What follows belongs to an exercise in optimizing a design on an open flow for small area, a short achievable clock period and few clock cycles per item; a production flow would make more cautious choices. The RTL was checked by simulation tests, not by an equivalence proof against the original design. No activity file was given, so power comes from the tool's default toggle rates.

==> flow/design.v <==
module rm_decoder (
    input  wire       clk,
    input  wire       rst,
    input  wire       in_valid,
    input  wire [7:0] in_data,
    input  wire       in_eos,
    output wire       in_ready,
    output wire       out_valid,
    output wire [7:0] out_data,
    output wire       out_eos,
    input  wire       out_ready
);
    reg       h_v, h_eos;        
    reg [7:0] h_d;
    reg       s_v, s_eos;        
    reg [7:0] s_d;
    reg       rdy;               
    wire      pop;
    wire      push = in_valid & rdy;
    assign in_ready = rdy;
    always @(posedge clk) begin
        if (rst) begin
            h_v <= 1'b0;
            s_v <= 1'b0;
            rdy <= 1'b1;
        end else begin
            if (pop | ~h_v) begin
                h_v <= s_v | push;
                s_v <= 1'b0;
                rdy <= 1'b1;
            end else if (push) begin
                s_v <= 1'b1;
                rdy <= 1'b0;
            end
        end
    end
    always @(posedge clk) begin
        if (pop | ~h_v) begin
            h_d   <= s_v ? s_d   : in_data;
            h_eos <= s_v ? s_eos : in_eos;
        end
        if (rdy) begin
            s_d   <= in_data;
            s_eos <= in_eos;
        end
    end
    reg        st_cnt, st_val, st_mask, st_lit, st_skip;    
    reg [1:0]  mcnt;         
    reg [7:0]  ecount;       
    reg [7:0]  val;          
    reg        pend;         
    reg [7:0]  pv;           
    reg [31:0] filled;       
    reg [7:0]  buf_q [0:31];
    reg        rd;           
    reg [3:0]  sel_lo;
    reg [7:0]  sel_hi;
    reg        eos_pend;     
    reg        o_v, o_eos;
    reg [7:0]  o_d;
    wire       o_adv = ~o_v | out_ready;
    wire       rd_last = rd & sel_hi[7] & sel_lo[3];    
    wire       rd_end  = rd_last & o_adv;               
    wire [31:0] below;       
    genvar g;
    integer i;
    assign below[0] = 1'b1;
    generate
        for (g = 1; g < 32; g = g + 1) begin : g_pre
            assign below[g] = &filled[g-1:0];
        end
    endgenerate
    wire [31:0] nxt_lit = ~filled & below;
    wire        all_filled = &filled;
    wire drain_blk = pend & (~rd | rd_last);
    wire drain     = pend & (~rd | rd_end);
    reg  [7:0]  free2_g, rdone_g;    
    wire mask_ok = ~drain_blk & ((mcnt == 2'd3) ? ~pend : (~rd | rdone_g[{mcnt, 1'b1}]));
    reg  lit_ok_r;
    wire lit_ok  = ~drain_blk & (~rd | lit_ok_r);
    wire [31:0] free2 = ~(filled | nxt_lit);     
    always @(*) begin
        for (i = 0; i < 8; i = i + 1) begin
            free2_g[i] = |free2[4*i +: 4];
            rdone_g[i] = |(sel_hi >> (i + 1));
        end
    end
    wire c_eos  = h_v & h_eos & ~eos_pend & ~(st_lit & all_filled);   
    wire h_dat  = h_v & ~h_eos;
    wire c_cnt  = h_dat & st_cnt;
    wire c_val  = h_dat & st_val;
    wire c_mask = h_dat & st_mask & mask_ok;
    wire c_lit  = h_dat & st_lit & lit_ok & ~all_filled;
    wire c_skip = h_dat & st_skip;
    assign pop  = c_eos | c_cnt | c_val | c_mask | c_lit | c_skip;
    wire one_left   = ~|free2;
    wire chunk_done = st_lit & ~eos_pend & (~rd | rd_end) & (all_filled | (c_lit & one_left));
    wire to_pend = c_mask & (mcnt == 2'd3) & rd;
    wire [31:0] m3_pos;      
    wire [31:0] pm_pos;      
    generate
        for (g = 0; g < 32; g = g + 1) begin : g_m3
            if (g < 24) begin : lo
                assign m3_pos[g] = 1'b0;
                assign pm_pos[g] = 1'b0;
            end else begin : hi
                assign m3_pos[g] = h_d[31 - g];
                assign pm_pos[g] = filled[g];
            end
        end
    endgenerate
    wire [7:0] wd = drain_blk ? pv : st_lit ? h_d : val;
    reg [31:0] we;
    always @(*) begin
        for (i = 0; i < 32; i = i + 1)
            we[i] = (c_mask & ~to_pend & (mcnt == i[4:3]) & h_d[7 - i[2:0]]) | (c_lit & nxt_lit[i])
                  | (drain & pm_pos[i]);
    end
    always @(posedge clk) begin
        for (i = 0; i < 32; i = i + 1)
            if (we[i]) buf_q[i] <= wd;
    end
    always @(posedge clk) begin
        if (c_val) val <= h_d;
        if (c_cnt) begin
            filled <= 32'd0;
            ecount <= h_d;
            mcnt   <= 2'd0;
        end else begin
            if (c_mask | c_lit) filled <= filled | we | ({32{to_pend}} & m3_pos);
            if (c_mask) mcnt <= mcnt + 2'd1;
            if (c_mask & (mcnt == 2'd3)) ecount <= ecount - 8'd1;
        end
        lit_ok_r <= ~c_cnt & ~c_mask & (|(free2_g[5:0] & rdone_g[5:0]) | (~pend & free2_g[6] & rdone_g[6]));
        if (to_pend) begin
            pv <= val;
        end
    end
    always @(posedge clk) begin
        if (rst | c_eos)
            pend <= 1'b0;
        else if (to_pend)
            pend <= 1'b1;
        else if (drain)
            pend <= 1'b0;
    end
    wire cnt_ff = (h_d == 8'hFF);
    wire cnt_00 = (h_d == 8'h00);
    wire last_e = (ecount == 8'd1);
    always @(posedge clk) begin
        if (rst) begin
            st_cnt <= 1'b1; st_val <= 1'b0; st_mask <= 1'b0; st_lit <= 1'b0; st_skip <= 1'b0;
        end else if (c_eos | chunk_done) begin
            st_cnt <= 1'b1; st_val <= 1'b0; st_mask <= 1'b0; st_lit <= 1'b0; st_skip <= 1'b0;
        end else begin
            if (c_cnt) begin
                st_cnt  <= 1'b0;
                st_skip <= cnt_ff;
                st_lit  <= cnt_00;
                st_val  <= ~cnt_ff & ~cnt_00;
            end
            if (c_val) begin
                st_val  <= 1'b0;
                st_mask <= 1'b1;
            end
            if (c_mask & (mcnt == 2'd3)) begin
                st_mask <= 1'b0;
                st_lit  <= last_e;
                st_val  <= ~last_e;
            end
        end
    end
    always @(posedge clk) begin
        if (rst) begin
            rd  <= 1'b0;
            sel_lo <= 4'b0001;
            sel_hi <= 8'b00000001;
            o_v <= 1'b0;
            o_eos <= 1'b0;
            eos_pend <= 1'b0;
        end else begin
            if (c_eos) eos_pend <= 1'b1;
            if (o_adv) begin
                if (rd) begin
                    o_v   <= 1'b1;
                    o_eos <= 1'b0;
                    sel_lo <= {sel_lo[2:0], sel_lo[3]};
                    if (sel_lo[3]) sel_hi <= {sel_hi[6:0], sel_hi[7]};
                    if (sel_hi[7] & sel_lo[3]) rd <= 1'b0;
                end else if (eos_pend) begin
                    o_v   <= 1'b1;
                    o_eos <= 1'b1;
                    eos_pend <= 1'b0;
                end else begin
                    o_v   <= 1'b0;
                end
            end
            if (chunk_done) rd <= 1'b1;      
        end
    end
    reg [7:0] rdata;
    always @(*) begin
        rdata = 8'd0;
        for (i = 0; i < 32; i = i + 1)
            rdata = rdata | ({8{sel_hi[i >> 2] & sel_lo[i & 3]}} & buf_q[i]);
    end
    always @(posedge clk) begin
        if (rst)
            o_d <= 8'd0;
        else if (o_adv & rd)
            o_d <= rdata;
    end
    assign out_valid = o_v;
    assign out_data  = o_d;
    assign out_eos   = o_eos;
endmodule
==> flow/config.mk <==
export PLATFORM = sky130hd
export DESIGN_NAME = rm_decoder
export DESIGN_NICKNAME = rm_decoder
export VERILOG_FILES = /design/flow/design.v
export SDC_FILE = /design/flow/constraint.sdc
export NUM_CORES = 4
export LEC_CHECK = 0
export CAP_MARGIN = 20
export CORE_MARGIN = 2
export CORE_UTILIZATION = 60
export CTS_BUF_LIST = sky130_fd_sc_hd__clkbuf_8 sky130_fd_sc_hd__clkbuf_16
export CTS_CLUSTER_DIAMETER = 80
export CTS_CLUSTER_SIZE = 24
export SETUP_SLACK_MARGIN = 4.6
export SLEW_MARGIN = 20
export TNS_END_PERCENT = 5
==> flow/constraint.sdc <==
create_clock -name core_clock -period 7.0 [get_ports {clk}]
set_input_delay 1.4000 -clock core_clock [delete_from_list [all_inputs] [get_ports {clk}]]
set_output_delay 1.4000 -clock core_clock [all_outputs]
set_load 0.01 [all_outputs]
run.sh (not shown) runs the stock make flow with config.mk's settings and CLKGATE_MAP_FILE= SYNTH_SCRIPT=/design/flow/synth_recipe.tcl, a recipe that flattens the netlist after the stock synthesis.
Testbench counts at the start, summed over its fixed seeds: cycles 33,195, bytes 27,072.
==> next run, changes <==
--- a/flow/config.mk
+++ b/flow/config.mk
@@ -8,8 +8,8 @@
 export CAP_MARGIN = 20
 export CORE_MARGIN = 2
-export CORE_UTILIZATION = 60
-export CTS_BUF_LIST = sky130_fd_sc_hd__clkbuf_8 sky130_fd_sc_hd__clkbuf_16
-export CTS_CLUSTER_DIAMETER = 80
-export CTS_CLUSTER_SIZE = 24
+export CORE_UTILIZATION = 65
+export CTS_BUF_LIST = sky130_fd_sc_hd__clkbuf_8
+export CTS_CLUSTER_DIAMETER = 60
+export CTS_CLUSTER_SIZE = 16
 export SETUP_SLACK_MARGIN = 4.6
 export SLEW_MARGIN = 20
What happened:
- die area falls by about 7.5%
- clock power is about the same
- wire length falls by about 0.8%
- final cell count falls by 0.86%
- setup slack gets worse by 0.036 ns
- critical path depth is unchanged
- sequential cell count is unchanged
- via count rises by about 1.5%
- count of clock-buffer cells in the layout rises by 13

-- separate check: timing with driven ports --
The results above use ideal ports. As a check the final layouts listed here were re-extracted and re-timed, cells and wires unchanged. Step 1: set_driving_cell puts a clkbuf_16 on clk and a buf_2 on each other input, an assumption about the parent block. Step 2 also shifts input and output timing later by t, the mid clock arrival at the registers, as if the neighbouring blocks saw the same clock. a / b / c = ideal / step 1 / step 2; a / b = the first two.
run | t (ns) | slack for setup (ns) | worst setup path after step 2 | slew at the worst register clock pin (ns) | worst slew at a driven data input, ns
the first run | 0.573 | 4.496 / 4.496 / 4.050 | input to register | 0.10 / 0.10 | 0.04
the second run | 0.645 | 4.460 / 4.460 / 4.023 | input to register | 0.11 / 0.11 | 0.03
After both steps setup and hold are still met in every run listed. The setup slack of the first run, which loses most, moves by 0.000 ns with the drivers and by -0.446 ns with both steps.
